Source: an optimization exercise on an open RTL-to-GDS flow (aim: small area, a short achievable clock period and few clock cycles). Production flows keep margins and buffers that such runs may drop. Function was checked by simulation only, so behaviour that the tests miss may differ from the original. No activity file was given, so power comes from the tool's default toggle rates.

// avchrd
module avchrd (
    input  wire        clk,
    input  wire        rst,
    input  wire        we,
    input  wire [5:0]  waddr,
    input  wire [31:0] wdata,
    input  wire        cmd_valid,
    input  wire [2:0]  cmd,
    input  wire [5:0]  raddr,
    output reg  [31:0] rdata,
    output wire        busy,
    output wire [2:0]  err
);
    localparam [2:0] C_NOP = 3'd0, C_CLR = 3'd1, C_SER = 3'd2, C_DES = 3'd3,
                     C_RND = 3'd4, C_TOTXT = 3'd5, C_FROMTXT = 3'd6;
    localparam [2:0] E_NONE = 3'd0, E_UNDERFLOW = 3'd1, E_MISSING = 3'd2,
                     E_MALFORMED = 3'd3, E_ILLEGAL = 3'd4;
    localparam [1:0] A_ABSENT = 2'd0, A_OK = 2'd1, A_BAD = 2'd2;
    reg        rec_hmv, rec_ffr, rec_tpoc, rec_p2d;
    reg        rec_n_set, rec_k_set, rec_t_set;
    reg [31:0] rec_n, rec_k, rec_t;
    reg [7:0]  ibuf [0:15];
    reg [4:0]  ilen;
    reg [1:0]  ob_form;
    reg        ob_hmv, ob_ffr, ob_tpoc, ob_p2d;
    reg [31:0] ob_n, ob_k, ob_t;
    reg [1:0]  cons;
    reg [2:0]  err_r;
    reg [1:0]  attr_kind [0:6];
    reg        attr_bval [0:6];    
    reg [31:0] attr_ival [1:3];    
    reg        tq_valid;           
    reg        tq_h1, tq_clk, tq_tick, tq_flg;    
    reg [3:0]  tq_pay;             
    reg        tq_c;               
    reg [4:0]  tq_xlen;            
    reg [3:0]  tq_xoff;            
    reg [7:0]  tq [2:15];
    assign busy = 1'b0;
    assign err  = err_r;
    wire acc = cmd_valid;
    wire hwe = we;
    wire        d_ip = ibuf[0][0];
    wire        d_c  = ibuf[1][7];
    wire [7:0]  d_fb = !d_ip ? ibuf[1] : (d_c ? ibuf[14] : ibuf[6]);
    wire [31:0] d_w2 = {ibuf[2], ibuf[3], ibuf[4], ibuf[5]};
    wire [31:0] d_w6 = {ibuf[6], ibuf[7], ibuf[8], ibuf[9]};
    wire [31:0] d_wa = {ibuf[10], ibuf[11], ibuf[12], ibuf[13]};
    wire        d_ok = !d_ip ? (ilen >= 5'd2) :
                       (d_c ? (ilen >= 5'd15) : (ilen >= 5'd7));
    wire       r_h1   = (ilen >= 5'd1);
    wire       r_clk  = d_ip & d_c & (ilen >= 5'd10);
    wire       r_tick = d_ip & (d_c ? (ilen >= 5'd14) : (ilen >= 5'd6));
    wire       r_flg  = !d_ip ? (ilen >= 5'd2) :
                        (d_c ? (ilen >= 5'd15) : (ilen >= 5'd7));
    wire [7:0] r_fb   = d_fb;
    reg  [4:0] r_bp;
    always @* begin
        if (ilen == 5'd0)      r_bp = 5'd0;
        else if (ilen == 5'd1) r_bp = 5'd1;
        else if (!d_ip)        r_bp = 5'd2;
  ...
export LEC_CHECK = 0
export CAP_MARGIN = 20
export CELL_PAD_IN_SITES_DETAIL_PLACEMENT = 1
export CELL_PAD_IN_SITES_GLOBAL_PLACEMENT = 2
export CORE_MARGIN = 2
export CORE_UTILIZATION = 45
export SETUP_SLACK_MARGIN = 2.5
export SLEW_MARGIN = 20
create_clock -name core_clock -period 8.0 [get_ports {clk}]
standard.sh (not shown) runs the stock make flow with config.mk's settings and CLKGATE_MAP_FILE= SYNTH_SCRIPT=/design/flow/synth_recipe.tcl, a recipe that flattens the netlist after the stock synthesis.
==> flow/flow/run.sh <==
#!/bin/bash
# Standard layout, with sizing not limited to cells of the same footprint,
# the port buffers made of a plain buffer cell instead of a delay buffer, and
# a clock tree with larger sink clusters and no dummy loads.
set -euo pipefail
bash standard.sh MATCH_CELL_FOOTPRINT=0 \
    "BUFFER_PORTS_ARGS=-buffer_cell sky130_fd_sc_hd__buf_2" \
    "CTS_ARGS=-sink_clustering_enable -repair_clock_nets -dont_use_dummy_load -sink_clustering_size 30 -sink_clustering_max_diameter 70" \
    finish > standard.log 2>&1
Testbench counts at the start, summed over its fixed seeds: cycles 46,172.
Next try:
- SETUP_SLACK_MARGIN: 2.5 -> 2.8
Effect:
- register-to-register slack gets worse by 0.51 ns
- final area is higher by a few percent
- fmax is higher by a few percent
- routed wire length is higher by a few percent
- via count is higher by a few percent
- synthesized cell count does not change
Next try:
- SETUP_SLACK_MARGIN: 2.8 -> 2.4
What happened: Non-clock buffer count shrinks by 128. First-iteration DRC count went down by roughly a tenth. Wire length fell by a few percent. Sequential power barely changes. Via count went down by a few percent. Maximum frequency went down by a few percent. Cell area went down by a few percent.
Next try:
- CELL_PAD_IN_SITES_DETAIL_PLACEMENT: 1 -> 0
- CELL_PAD_IN_SITES_GLOBAL_PLACEMENT: 2 -> 1
- SETUP_SLACK_MARGIN: 2.4 -> 2.6
=> Routed wire length climbs by 0.78%. Area after synthesis is unchanged. Design area is higher by 2.2%. Total power is higher by 0.89%. Sequential share of layout area falls by 1.2 points. Critical path depth does not change. Setup slack improved by 0.19 ns. Clock skew is lower by 0.019 ns. Via count grows by 0.81%. Sequential power hardly moves.

========
avchrd, a different RTL version from the one above (not shown whole).
Size in the first run: about 2,600 cells after synthesis, roughly 590 flip-flops, ~87 I/O pins, ~31,000 sq um of cells after synthesis.
==> flow/config.mk <==
export PLATFORM = sky130hd
export DESIGN_NAME = avchrd
export DESIGN_NICKNAME = avchrd
export VERILOG_FILES = /design/flow/design.v
export SDC_FILE = /design/flow/constraint.sdc
export NUM_CORES = 4
export LEC_CHECK = 0
export CAP_MARGIN = 20
export CELL_PAD_IN_SITES_DETAIL_PLACEMENT = 1
export CELL_PAD_IN_SITES_GLOBAL_PLACEMENT = 2
export CORE_MARGIN = 2
export CORE_UTILIZATION = 45
export SETUP_SLACK_MARGIN = 3.3
export SLEW_MARGIN = 20
==> flow/constraint.sdc <==
create_clock -name core_clock -period 8.0 [get_ports {clk}]
set_input_delay 1.6000 -clock core_clock [delete_from_list [all_inputs] [get_ports {clk}]]
set_output_delay 1.6000 -clock core_clock [all_outputs]
set_load 0.01 [all_outputs]
==> flow/flow/run.sh <==
#!/bin/bash
# Standard layout, with sizing not limited to cells of the same footprint and
# the port buffers made of a plain buffer cell instead of a delay buffer.
set -euo pipefail
bash standard.sh MATCH_CELL_FOOTPRINT=0 \
    "BUFFER_PORTS_ARGS=-buffer_cell sky130_fd_sc_hd__buf_4" \
    finish > standard.log 2>&1
The baseline went through all stages and came out clean.
Testbench counts at the start, summed over its fixed seeds: cycles 46,172.
Change:
==> flow/flow/run.sh (replaced) <==
#!/bin/bash
# Standard layout, with sizing not limited to cells of the same footprint,
# the port buffers made of a plain buffer cell instead of a delay buffer, and
# a clock tree with larger sink clusters and no dummy loads.
set -euo pipefail
bash standard.sh MATCH_CELL_FOOTPRINT=0 \
    "BUFFER_PORTS_ARGS=-buffer_cell sky130_fd_sc_hd__buf_2" \
    "CTS_ARGS=-sink_clustering_enable -repair_clock_nets -dont_use_dummy_load -sink_clustering_size 24 -sink_clustering_max_diameter 60" \
    finish > standard.log 2>&1
--- a/flow/config.mk
+++ b/flow/config.mk
@@ -11,4 +11,4 @@
 export CORE_MARGIN = 2
 export CORE_UTILIZATION = 45
-export SETUP_SLACK_MARGIN = 3.3
+export SETUP_SLACK_MARGIN = 2.0
 export SLEW_MARGIN = 20
After rerunning:
- via count fell by a few percent
- non-clock buffer count fell by 174
- sequential cell count does not change
- register-to-register slack gains 0.53 ns
- area after synthesis is unchanged
- first-iteration DRC count fell by a few percent
- worst setup slack loses 0.64 ns
- design area fell by roughly a tenth
- maximum frequency fell by roughly a tenth
- die area does not change

==> static timing again, ports no longer ideal <==
The flow's constraints put no driver on any port. The routed layouts listed below were extracted and timed again, unchanged, in two steps. Step 1 assumes that a clkbuf_16 drives the clock port and a buf_2 every other input. Step 2 also shifts input and output timing later by t, the mid clock arrival at the registers, as if the neighbouring blocks saw the same clock. Slacks: ideal / step 1 / step 2; pairs: ideal / step 1.
run | t (ns) | setup slack, ns | worst setup path at the end | clock arrival spread, ns
the first run of note 1 | 0.671 | 2.372 / 2.315 / 2.315 | input to output | 0.072 / 0.072
the second run of note 1 | 0.679 | 2.598 / 2.440 / 2.440 | input to output | 0.052 / 0.052
the third run of note 1 | 0.676 | 2.288 / 2.244 / 2.244 | input to output | 0.072 / 0.072
the fourth run of note 1 | 0.672 | 2.473 / 2.401 / 2.449 | input to output | 0.051 / 0.051
the first run of note 2 | 0.698 | 2.572 / 2.270 / 2.270 | input to output | 0.026 / 0.026
the second run of note 2 | 0.697 | 1.936 / 1.907 / 1.907 | input to output | 0.076 / 0.076
After both steps every run listed still meets setup and hold. The setup slack of the first run of note 2, which loses most, moves by -0.302 ns with the drivers and by -0.302 ns with both steps.
